What follows belongs to an exercise in optimizing a design on an open flow for small area; a production flow would make more cautious choices. The RTL was checked by simulation tests, not by an equivalence proof against the original design. Power is estimated from default activity; no workload was simulated.

// aqtc_td
module aqtc_td (
    input  wire        clk,
    input  wire        rst,
    input  wire        in_valid,
    input  wire [31:0] in_sample,
    output reg         out_valid,
    output reg         out_nan,
    output reg  [8:0]  out_nanidx,
    output wire        out_res,
    output wire [2:0]  out_code,
    output wire [2:0]  out_idx
);
    localparam [30:0] TD_FLOOR = 31'h3B480000;    
    function gt31;    
        input [30:0] x, y;
        integer n;
        begin
            gt31 = 1'b0;
            for (n = 0; n < 31; n = n + 1)
                gt31 = y[n] ? (x[n] & gt31) : (x[n] | gt31);
        end
    endfunction
    reg  [8:0]  r;         
    reg  [30:0] E, P, Q, H;
    reg         post, t1, t2, hi0, hi1;
    reg  [2:0]  best;
    reg         z0, z1;
    wire [30:0] mag   = in_sample[30:0];
    wire [8:0]  rn    = r + 9'd1;            
    wire        first = (r[5:0] == 6'd63);
    wire        bnd   = in_valid & (r[5:0] == 6'd62);
    wire        s_gt  = gt31(mag, E);
    wire        e_ge_fl = ~gt31(TD_FLOOR, E);
    wire [30:0] F     = s_gt ? mag : E;           
    wire [2:0]  seg   = r[8:6];                   
    wire [2:0]  ps    = first ? r[8:6] : r[8:6] - 3'd1;
    wire [30:0] cb = bnd ? F : (post ? E : P);
    wire [30:0] ca = bnd ? P : (t1 ? H : Q);
    wire        cgt;
  ...
==> module aqtc_td, before the edit <==
module aqtc_td (
    input  wire        clk,
    input  wire        rst,
    input  wire        in_valid,
    input  wire [31:0] in_sample,
    output reg         out_valid,
    output reg         out_nan,
    output reg  [8:0]  out_nanidx,
    output wire        out_res,
    output wire [2:0]  out_code,
    output wire [2:0]  out_idx
);
    localparam [30:0] TD_FLOOR = 31'h3B480000;    
    function gt31;    
        input [30:0] x, y;
        integer n;
        begin
            gt31 = 1'b0;
            for (n = 0; n < 31; n = n + 1)
                gt31 = y[n] ? (x[n] & gt31) : (x[n] | gt31);
        end
    endfunction
    reg  [8:0]  r;         
    reg  [30:0] E, P, Q, H;
    reg         post, t1, t2, hi0, hi1;
    reg  [2:0]  best;
    reg         z0, z1;
    wire [30:0] mag   = in_sample[30:0];
    wire [8:0]  rn    = r + 9'd1;            
    wire        first = (r[5:0] == 6'd63);
    wire        bnd   = in_valid & (r[5:0] == 6'd62);
    wire        s_gt  = gt31(mag, E);
    wire        e_ge_fl = ~gt31(TD_FLOOR, E);
    wire [30:0] F     = s_gt ? mag : E;           
    wire [2:0]  seg   = r[8:6];                   
    wire [2:0]  ps    = first ? r[8:6] : r[8:6] - 3'd1;
    wire [30:0] cb = bnd ? F : (post ? E : P);
    wire [30:0] ca = bnd ? P : (t1 ? H : Q);
    wire        cgt;
    aqtc_fcmp u_cmp (.b(cb), .a(ca), .t2(post), .t3(bnd), .gt(cgt));
    wire        p_gt_a = gt31(P, ca);
    wire        t1c   = t1 & ps[2];
    wire        act   = (r[8] & (bnd | post)) | t1c;
    wire [2:0]  cur   = bnd ? seg : (post ? (r[7] ? 3'd3 : 3'd2) : 3'd1);
    wire        take  = act & cgt & ((best == 3'd0) | (cur < best));
    always @(posedge clk) begin
        if (in_valid)
            E <= (first | s_gt) ? mag : E;
        if (post)
            P <= E;
        if (t1 && !ps[2] && (ps == 3'd0 || p_gt_a))
            H <= P;
        if ((post && (seg == 3'd3 || seg == 3'd5)) ||
            (t2 && (ps == 3'd3 || ps == 3'd5) && p_gt_a))
            Q <= P;
        if (post && seg == 3'd3)
            best <= 3'd0;
        else if (take)
            best <= cur;
        if (post && !r[8])
            hi0 <= (seg != 3'd0 && hi0) | e_ge_fl;
        if (post && r[8])
            hi1 <= (seg != 3'd4 && hi1) | e_ge_fl;
    end
    always @(posedge clk) begin
        if (rst) begin
            r         <= 9'h1FF;
            post      <= 1'b0;
            t1        <= 1'b0;
            t2        <= 1'b0;
            out_valid <= 1'b0;
        end else begin
            if (in_valid)
                r <= rn;
            post      <= bnd;
            t1        <= post;
            t2        <= t1;
            out_valid <= t1 & (ps == 3'd7);
        end
    end
    wire       is_nan = (mag[30:23] == 8'hFF) & (|mag[22:0]);
    always @(posedge clk) begin
        if (in_valid) begin
            if (rn == 9'd0)
                z0 <= is_nan;
            if (rn == 9'd1)
                z1 <= is_nan;
            if (rn == 9'd2) begin
                out_nan    <= z0 | z1 | is_nan;
                out_nanidx <= z0 ? 9'd0 : z1 ? 9'd1 : is_nan ? 9'd2 : 9'd0;
            end else if ((rn[8:2] != 7'd0 || rn[1:0] == 2'd3) && is_nan && !out_nan) begin
                out_nan    <= 1'b1;
                out_nanidx <= rn;
            end
        end
    end
    wire       silent   = ~hi0 | ~hi1;
    assign out_res  = ~out_nan & ~silent & (best != 3'd0);
    assign out_code = out_nan ? 3'd0 : silent ? 3'd4 :
                      (best == 3'd0) ? 3'd0 : (best == 3'd1) ? 3'd1 :
                      (best[2:1] == 2'b01) ? 3'd2 : 3'd3;
    assign out_idx  = (out_nan | silent) ? 3'd0 : best;
endmodule
Settings: LEC_CHECK=0, CAP_MARGIN=5, CORE_MARGIN=2, CORE_UTILIZATION=65, CTS_BUF_LIST=sky130_fd_sc_hd__clkbuf_8, SLEW_MARGIN=5; clock period 30.0 ns.
standard.sh (not shown) runs the stock make flow with config.mk's settings and CLKGATE_MAP_FILE= SYNTH_SCRIPT=/design/flow/synth_recipe.tcl, a recipe that flattens the netlist after the stock synthesis.
==> flow/flow/run.sh <==
#!/bin/bash
# Standard ORFS layout, with an area-oriented ABC mapping script, no
# pre-ABC adder extraction and the smallest buffer on the ports.
set -euo pipefail
here=$(pwd)
rm -rf "$here/scripts"
cp -r "$FLOW_HOME/scripts" "$here/scripts"
cp "$here/flow/abc_area.script" "$here/scripts/abc_speed.script"
export SCRIPTS_DIR="$here/scripts"
export ADDER_MAP_FILE=
export BUFFER_PORTS_ARGS="-buffer_cell sky130_fd_sc_hd__buf_1"
bash standard.sh > "$here/standard.log" 2>&1
==> flow/flow/abc_area.script <==
strash
balance
rewrite
refactor
balance
rewrite
rewrite -z
balance
refactor -z
rewrite -z
balance
dch -f
amap
topo
stime -c
Edit:
--- a/flow/design.v
+++ b/flow/design.v
@@ -84,13 +84,13 @@
             for (n = 0; n < 31; n = n + 1)
                 gt31 = y[n] ? (x[n] & gt31) : (x[n] | gt31);
         end
     endfunction
     reg  [8:0]  r;         
     reg  [30:0] E, P, Q, H;
-    reg         post, t1, t2, hi0, hi1;
+    reg         post, t1, hi0, hi1;
     reg  [2:0]  best;
     reg         z0, z1;
     wire [30:0] mag   = in_sample[30:0];
     wire [8:0]  rn    = r + 9'd1;            
     wire        first = (r[5:0] == 6'd63);
     wire        bnd   = in_valid & (r[5:0] == 6'd62);
@@ -113,13 +113,13 @@
             E <= (first | s_gt) ? mag : E;
         if (post)
             P <= E;
         if (t1 && !ps[2] && (ps == 3'd0 || p_gt_a))
             H <= P;
         if ((post && (seg == 3'd3 || seg == 3'd5)) ||
-            (t2 && (ps == 3'd3 || ps == 3'd5) && p_gt_a))
+            (!t1 && (ps == 3'd3 || ps == 3'd5) && p_gt_a))
             Q <= P;
         if (post && seg == 3'd3)
             best <= 3'd0;
         else if (take)
             best <= cur;
         if (post && !r[8])
@@ -129,20 +129,18 @@
     end
     always @(posedge clk) begin
         if (rst) begin
             r         <= 9'h1FF;
             post      <= 1'b0;
             t1        <= 1'b0;
-            t2        <= 1'b0;
             out_valid <= 1'b0;
         end else begin
             if (in_valid)
                 r <= rn;
             post      <= bnd;
             t1        <= post;
-            t2        <= t1;
             out_valid <= t1 & (ps == 3'd7);
         end
     end
     wire       is_nan = (mag[30:23] == 8'hFF) & (|mag[22:0]);
     always @(posedge clk) begin
         if (in_valid) begin
Result: The new run finished clean. Cell area hardly moves. Wire length rises slightly. Core utilization rises by 0.14 points. Count of clock-buffer cells in the layout rises by 1. Total power rises by roughly a tenth. Synthesized area barely changes. Die area hardly moves. First-iteration DRC count rises by a quarter to a third. Sequential share of layout area falls by 0.26 points. Sequential power rises by a few percent. Worst setup slack is worse by 1.2 ns.

[static timing again, ports no longer ideal]
Ports are ideal in the flow. The routed layouts listed here were re-timed in OpenROAD. Step 1 sets driving cells, clkbuf_16 on the clock port and buf_2 on the other inputs (assumed; they add their load-dependent delay and slew). Step 2 times the ports against the registers' clock, not the clock port: input delays grow and output delays shrink by t, the midpoint of the rising clock arrivals with the driver on. Slacks: ideal ports / drivers / drivers and shift; pairs: ideal ports / drivers.
run	t (ns)	setup WS [ns]	hold slack, ns	cell pins on the clock port's net
the first run	0.506	8.122 / 8.139 / 7.632	0.491 / 0.491 / 0.491	1
the second run	0.506	6.937 / 6.952 / 6.445	0.494 / 0.494 / 0.494	1
After both steps every run listed still meets setup and hold. For the second run, which loses most, drivers alone change the setup slack by +0.015 ns; drivers and shift together by -0.492 ns.
